From an optimization exercise on the open Yosys and OpenROAD flow, aimed at small area, a short achievable clock period and few clock cycles per item; shortcuts taken in it are not production practice. Where RTL was checked, it was by simulation tests only, not by an equivalence proof against the original. Power figures rest on the tool's default switching activity, not on a simulated workload.

==> juniper <==
==> flow/design.v <==
module cnet_req_framer #(
    parameter FRAME_CAP = 128,
    parameter NAME_CAP  = 16,
    parameter DATA_CAP  = FRAME_CAP - NAME_CAP - 11,
    parameter ADDR_MAX  = NAME_CAP - 3
) (
    input  wire                    clk,
    input  wire                    rst,
    input  wire                    req_valid,
    output wire                    req_ready,
    input  wire [1:0]              req_kind,       
    input  wire [7:0]              req_station,
    input  wire [3:0]              req_dev,        
    input  wire [2:0]              req_size,       
    input  wire [7:0]              req_count,
    input  wire [3:0]              req_addr_len,   
    input  wire [8*ADDR_MAX-1:0]   req_addr,       
    input  wire [6:0]              req_data_len,   
    input  wire [8*DATA_CAP-1:0]   req_data,       
    output wire                    tx_valid,
    input  wire                    tx_ready,
    output wire [7:0]              tx_data,
    output wire                    tx_last
);
    reg [1:0]            s_kind;
    reg [7:0]            s_station;
    reg [3:0]            s_dev;
    reg [2:0]            s_size;
    reg [7:0]            s_count;
    reg [3:0]            s_alen;
    reg [6:0]            s_dlen;
    reg [8*ADDR_MAX-1:0] r_addr;
    reg [8*DATA_CAP-1:0] r_data;
    reg       ld_en;     
    reg       rot_en;    
    reg       free;      
    reg       start, cnt, fa, fd, eot, act;
    reg [7:0] lo;
    reg [1:0] gh;
    reg [3:0] a_idx;
    reg [6:0] d_idx;
    reg       a_last, d_last;
    reg [3:0] lag_a;
    reg [6:0] lag_d;
    reg       sync_a, sync_d;
    reg       p_valid;
    reg [7:0] p_byte;
    reg       p_addr;    
    reg       p_data;    
    reg       drop;      
    reg       killq;     
    reg       o_valid, o_last;
    reg [7:0] o_data;
    reg       k_valid, k_last;    
    reg [7:0] k_data;
    assign req_ready = free;
    assign tx_valid  = o_valid;
    assign tx_data   = o_data;
    assign tx_last   = o_last;
    function [7:0] devletter(input [3:0] d);
        case (d)
            4'd0:  devletter = 8'h50;  
            4'd1:  devletter = 8'h4D;  
            4'd2:  devletter = 8'h4B;  
            4'd3:  devletter = 8'h46;  
            4'd4:  devletter = 8'h54;  
            4'd5:  devletter = 8'h43;  
            4'd6:  devletter = 8'h4C;  
            4'd7:  devletter = 8'h4E;  
            4'd8:  devletter = 8'h44;  
            4'd9:  devletter = 8'h55;  
            4'd10: devletter = 8'h5A;  
            4'd11: devletter = 8'h52;  
            default: devletter = 8'h00;
        endcase
    endfunction
    function [7:0] sizeletter(input [2:0] s);
        case (s)
            3'd0: sizeletter = 8'h58;  
            3'd1: sizeletter = 8'h42;  
            3'd2: sizeletter = 8'h57;  
            3'd3: sizeletter = 8'h44;  
            3'd4: sizeletter = 8'h4C;  
            default: sizeletter = 8'h00;
        endcase
    endfunction
    wire [4:0] nl = 5'd3 + {1'b0, s_alen};
    wire       b_kind = s_kind[1];
    wire [8*16-1:0] hdr = {
        24'h000000,
        sizeletter(s_size),
        devletter(s_dev),
        8'h25,
        4'h3, nl[3:0],
        7'h18, nl[4],
        4'h3, s_count[3:0],
        4'h3, s_count[7:4],
        b_kind ? 8'h42 : 8'h53,
        8'h53,
        s_kind[0] ? 8'h57 : 8'h52,
        4'h3, s_station[3:0],
        4'h3, s_station[7:4],
        8'h00
    };
    wire [7:0] tap_a = b_kind ? r_addr[8*2 +: 8] : r_addr[8*0 +: 8];
    wire [7:0] tap_d = r_data[8*(DATA_CAP - 13 - s_alen) +: 8];
    reg [7:0] f_byte;
    integer g, j;
    always @* begin
        f_byte = (eot   ? 8'h04 : 8'h00) | (start ? 8'h05 : 8'h00) |
                 (fa    ? tap_a : 8'h00) | (fd    ? tap_d : 8'h00);
        for (g = 0; g < 2; g = g + 1)
            for (j = 0; j < 8; j = j + 1)
                f_byte = f_byte | ({8{gh[g] & lo[j]}} & hdr[8*(8*g+j) +: 8]);
    end
    wire [7:0] c_byte = p_data ? {p_byte[7:4] + 4'h3, p_byte[3:0]} : p_byte;
    wire       c_eot  = (c_byte == 8'h04);
    wire       c_emit = p_valid && !drop && !((p_addr || p_data) && c_byte == 8'h00);
    wire       early  = p_valid && !drop && (p_addr || p_data) && c_eot;
    wire adv     = !k_valid;              
    wire consume = o_valid && tx_ready;
    wire acc     = req_valid && free;
    wire go      = adv && act && !(fa && !sync_a) && !(fd && !sync_d);
    wire has_data = s_kind[0] && (s_dlen != 7'd0);
    wire has_addr = (s_alen != 4'd0);
    wire hdr_skip = b_kind && !cnt && gh[0] && lo[5];
    wire hdr_end  = gh[1] && lo[4];
    wire cnt_end  = cnt && lo[7];
    reg to_addr, to_cnt, to_data, to_eot;
    always @* begin
        to_addr = 1'b0; to_cnt = 1'b0; to_data = 1'b0; to_eot = 1'b0;
        if ((hdr_end && !has_addr) || (fa && a_last) || cnt_end) begin
            if (b_kind && !cnt_end) to_cnt  = 1'b1;
            else if (has_data)      to_data = 1'b1;
            else                    to_eot  = 1'b1;
        end else if (hdr_end) begin
            to_addr = 1'b1;
        end else if (fd && d_last) begin
            to_eot = 1'b1;
        end
    end
    reg       start_n, cnt_n, fa_n, fd_n, eot_n, act_n;
    reg [7:0] lo_n;
    reg [1:0] gh_n;
    reg [3:0] a_idx_n;
    reg [6:0] d_idx_n;
    reg       a_last_n, d_last_n;
    always @* begin
        start_n = start; cnt_n = cnt; fa_n = fa; fd_n = fd; eot_n = eot; act_n = act;
        lo_n = lo; gh_n = gh; a_idx_n = a_idx; d_idx_n = d_idx;
        a_last_n = a_last; d_last_n = d_last;
        if (adv && killq) begin
            start_n = 1'b0; cnt_n = 1'b0; fa_n = 1'b0; fd_n = 1'b0;
            eot_n = 1'b0; act_n = 1'b0; lo_n = 8'd0; gh_n = 2'b00;
        end else if (go) begin
            a_idx_n  = a_idx + 4'd1;
            d_idx_n  = d_idx + 7'd1;
            a_last_n = (a_idx + 4'd2 == s_alen);
            d_last_n = (d_idx + 7'd2 == s_dlen);
            if (eot) begin
                eot_n = 1'b0; act_n = 1'b0;
            end else if (start) begin
                start_n = 1'b0; lo_n = 8'd2; gh_n = 2'b01;
            end else if (hdr_skip) begin
                lo_n = 8'd1; gh_n = 2'b10;
            end else if (to_addr | to_cnt | to_data | to_eot) begin
                lo_n  = to_cnt ? 8'h40 : 8'h00;
                gh_n  = {1'b0, to_cnt};
                cnt_n = to_cnt;
                fa_n  = to_addr;
                fd_n  = to_data;
                eot_n = to_eot;
                a_idx_n  = 4'd0;
                d_idx_n  = 7'd0;
                a_last_n = (s_alen == 4'd1);
                d_last_n = (s_dlen == 7'd1);
            end else begin
                lo_n = {lo[6:0], lo[7]};
                gh_n = lo[7] ? {gh[0], 1'b0} : gh;
            end
        end
        if (acc) begin
            start_n = 1'b1; eot_n = 1'b0; act_n = 1'b1;
        end
    end
    wire [3:0] lag_a_n = acc ? 4'd0 : go ? lag_a : (lag_a == 4'd12)  ? 4'd0 : lag_a + 4'd1;
    wire [6:0] lag_d_n = acc ? 7'd0 : go ? lag_d : (lag_d == 7'd100) ? 7'd0 : lag_d + 7'd1;
    reg       o_valid_n, k_valid_n;
    always @* begin
        o_valid_n = o_valid;
        k_valid_n = k_valid;
        if (k_valid) begin
            if (consume) k_valid_n = 1'b0;
        end else if (c_emit) begin
            if (!o_valid || consume) o_valid_n = 1'b1;
            else                     k_valid_n = 1'b1;
        end else if (consume) begin
            o_valid_n = 1'b0;
        end
    end
    always @(posedge clk) begin
        if (ld_en) begin
            s_kind    <= req_kind;
            s_station <= req_station;
            s_dev     <= req_dev;
            s_size    <= req_size;
            s_count   <= req_count;
            s_alen    <= req_addr_len;
            s_dlen    <= req_data_len;
        end
        r_addr <= ({8*ADDR_MAX{ld_en}}  & req_addr) |
                  ({8*ADDR_MAX{rot_en}} & {r_addr[7:0], r_addr[8*ADDR_MAX-1:8]});
        r_data <= ({8*DATA_CAP{ld_en}}  & req_data) |
                  ({8*DATA_CAP{rot_en}} & {r_data[7:0], r_data[8*DATA_CAP-1:8]});
        if (adv) begin
            p_byte <= f_byte;
            p_addr <= fa;
            p_data <= fd;
        end
        if (k_valid) begin
            if (consume) begin
                o_data <= k_data;
                o_last <= k_last;
            end
        end else if (c_emit) begin
            if (!o_valid || consume) begin
                o_data <= c_byte;
                o_last <= c_eot;
            end else begin
                k_data <= c_byte;
                k_last <= c_eot;
            end
        end
        lo     <= lo_n;
        gh     <= gh_n;
        a_idx  <= a_idx_n;
        d_idx  <= d_idx_n;
        a_last <= a_last_n;
        d_last <= d_last_n;
        lag_a  <= lag_a_n;
        lag_d  <= lag_d_n;
        sync_a <= (lag_a_n == 4'd0);
        sync_d <= (lag_d_n == 7'd0);
        if (rst) begin
            start   <= 1'b0;
            cnt     <= 1'b0;
            fa      <= 1'b0;
            fd      <= 1'b0;
            eot     <= 1'b0;
            act     <= 1'b0;
            lo      <= 8'd0;
            gh      <= 2'b00;
            p_valid <= 1'b0;
            drop    <= 1'b0;
            killq   <= 1'b0;
            o_valid <= 1'b0;
            k_valid <= 1'b0;
            ld_en   <= 1'b1;
            rot_en  <= 1'b0;
            free    <= 1'b1;
        end else begin
            start   <= start_n;
            cnt     <= cnt_n;
            fa      <= fa_n;
            fd      <= fd_n;
            eot     <= eot_n;
            act     <= act_n;
            if (adv) begin
                p_valid <= go && !killq;
                drop    <= early;
            end
            if (adv || acc)
                killq <= adv && early && !acc;
            o_valid <= o_valid_n;
            k_valid <= k_valid_n;
            ld_en   <= !act_n || eot_n;
            rot_en  <= act_n && !eot_n;
            free    <= !act_n || (eot_n && !k_valid_n);
        end
    end
endmodule
==> flow/flow/run.sh <==
#!/bin/bash
# The standard ORFS layout (standard.sh, unchanged synthesis) with three
# settings of its own:
#  - port buffers: plain buf_1 cells (every input and output port still gets
#    one) instead of the delay buffer that buffer_ports picks by default;
#  - clock tree: sink clusters of up to 24 flip-flops, no dummy loads;
#  - timing repair aims at 7 ns of setup slack (the SDC is unchanged).
set -euo pipefail
export BUFFER_PORTS_ARGS="-buffer_cell sky130_fd_sc_hd__buf_1"
export CTS_ARGS="-sink_clustering_enable -repair_clock_nets -sink_clustering_size 24 -sink_clustering_max_diameter 120 -dont_use_dummy_load"
export SETUP_SLACK_MARGIN=7
bash standard.sh > standard.log 2>&1
==> flow/standard.sh <==
#!/bin/bash
# synth_recipe.tcl (not shown) runs the flow's synth.tcl, then flattens the netlist and writes it again
# the make line also repeats each setting of config.mk as NAME=value (left out here)
make -C /OpenROAD-flow-scripts/flow DESIGN_CONFIG=/design/flow/config.mk WORK_HOME=/design/flow/orfs CLKGATE_MAP_FILE= SYNTH_SCRIPT=/design/flow/synth_recipe.tcl "${@:-finish}"
==> flow/config.mk <==
export PLATFORM = sky130hd
export DESIGN_NAME = cnet_req_framer
export DESIGN_NICKNAME = cnet_req_framer
export VERILOG_FILES = /design/flow/design.v
export SDC_FILE = /design/flow/constraint.sdc
export NUM_CORES = 4
export LEC_CHECK = 0
export CAP_MARGIN = 20
export CORE_MARGIN = 2
export CORE_UTILIZATION = 40
export SLEW_MARGIN = 20
==> flow/constraint.sdc <==
create_clock -name core_clock -period 10.0 [get_ports {clk}]
set_input_delay 2.0000 -clock core_clock [delete_from_list [all_inputs] [get_ports {clk}]]
set_output_delay 2.0000 -clock core_clock [all_outputs]
set_load 0.01 [all_outputs]
==> quartz (differences from juniper) <==
--- a/flow/design.v
+++ b/flow/design.v
@@ -59,29 +59,13 @@
     assign tx_last   = o_last;
-    function [7:0] devletter(input [3:0] d);
-        case (d)
-            4'd0:  devletter = 8'h50;  
-            4'd1:  devletter = 8'h4D;  
-            4'd2:  devletter = 8'h4B;  
-            4'd3:  devletter = 8'h46;  
-            4'd4:  devletter = 8'h54;  
-            4'd5:  devletter = 8'h43;  
-            4'd6:  devletter = 8'h4C;  
-            4'd7:  devletter = 8'h4E;  
-            4'd8:  devletter = 8'h44;  
-            4'd9:  devletter = 8'h55;  
-            4'd10: devletter = 8'h5A;  
-            4'd11: devletter = 8'h52;  
-            default: devletter = 8'h00;
-        endcase
-    endfunction
-    function [7:0] sizeletter(input [2:0] s);
-        case (s)
-            3'd0: sizeletter = 8'h58;  
-            3'd1: sizeletter = 8'h42;  
-            3'd2: sizeletter = 8'h57;  
-            3'd3: sizeletter = 8'h44;  
-            3'd4: sizeletter = 8'h4C;  
-            default: sizeletter = 8'h00;
-        endcase
-    endfunction
+    localparam [8*16-1:0] DEVL = {
+        32'h00000000,
+        8'h52, 8'h5A, 8'h55, 8'h44, 8'h4E, 8'h4C, 8'h43, 8'h54,
+        8'h46, 8'h4B, 8'h4D, 8'h50
+    };
+    localparam [8*8-1:0] SIZEL = {
+        24'h000000,
+        8'h4C, 8'h44, 8'h57, 8'h42, 8'h58
+    };
+    wire [7:0] dev_letter  = DEVL[8*s_dev +: 8];
+    wire [7:0] size_letter = SIZEL[8*s_size +: 8];
     wire [4:0] nl = 5'd3 + {1'b0, s_alen};
@@ -90,4 +74,4 @@
         24'h000000,
-        sizeletter(s_size),
-        devletter(s_dev),
+        size_letter,
+        dev_letter,
         8'h25,
==> notes.md <==
- Non-CTS inverters: 25
- Share of layout cells above drive strength 1: 4.47%
- Reg power frac: 60.2%
- Antenna Cells: 22
- Status: finished clean
- Setup crit end: tx_data[2]
- Synth Instances: 2735
- Yosys cell types: 77
# the run above: juniper

==> notes.md <==
- Yosys cell types: 69
- Synth Instances: 2706
- Initial antenna violation count: 30
- Non-CTS inverters: 26
- Reg power frac: 59.0%
- Antenna Cells: 19
- Status: finished clean
- Share of layout cells above drive strength 1: 4.73%
- Setup crit end: tx_data[1]
# the run above: quartz

Testbench counts of quartz, summed over its fixed seeds: cycles 73,697, items 1,600.
The RTL of juniper was laid out without a check of its function.

==> afterwards: timing with drivers on the ports <==
The results above use ideal ports. As a check the final layouts listed here were re-extracted and re-timed, cells and wires unchanged.
Step 1: set_driving_cell puts a clkbuf_16 on clk and a buf_2 on each other input, an assumption about the parent block.
Step 2, shift: input delay + t, output delay - t, t = (earliest + latest rising clock arrival at the registers) / 2. This alone moves slack from input paths to output paths.
Slacks: ideal / step 1 / step 2; pairs: ideal / step 1.
run | shift t [ns] | slack for setup (ns) | worst setup path after step 2
juniper | 0.690 | 6.818 / 6.751 / 6.564 | input to register
quartz | 0.653 | 6.847 / 6.782 / 6.539 | input to register
After both steps setup and hold are still met in every run listed. For quartz, which loses most, drivers alone change the setup slack by -0.065 ns; drivers and shift together by -0.308 ns.
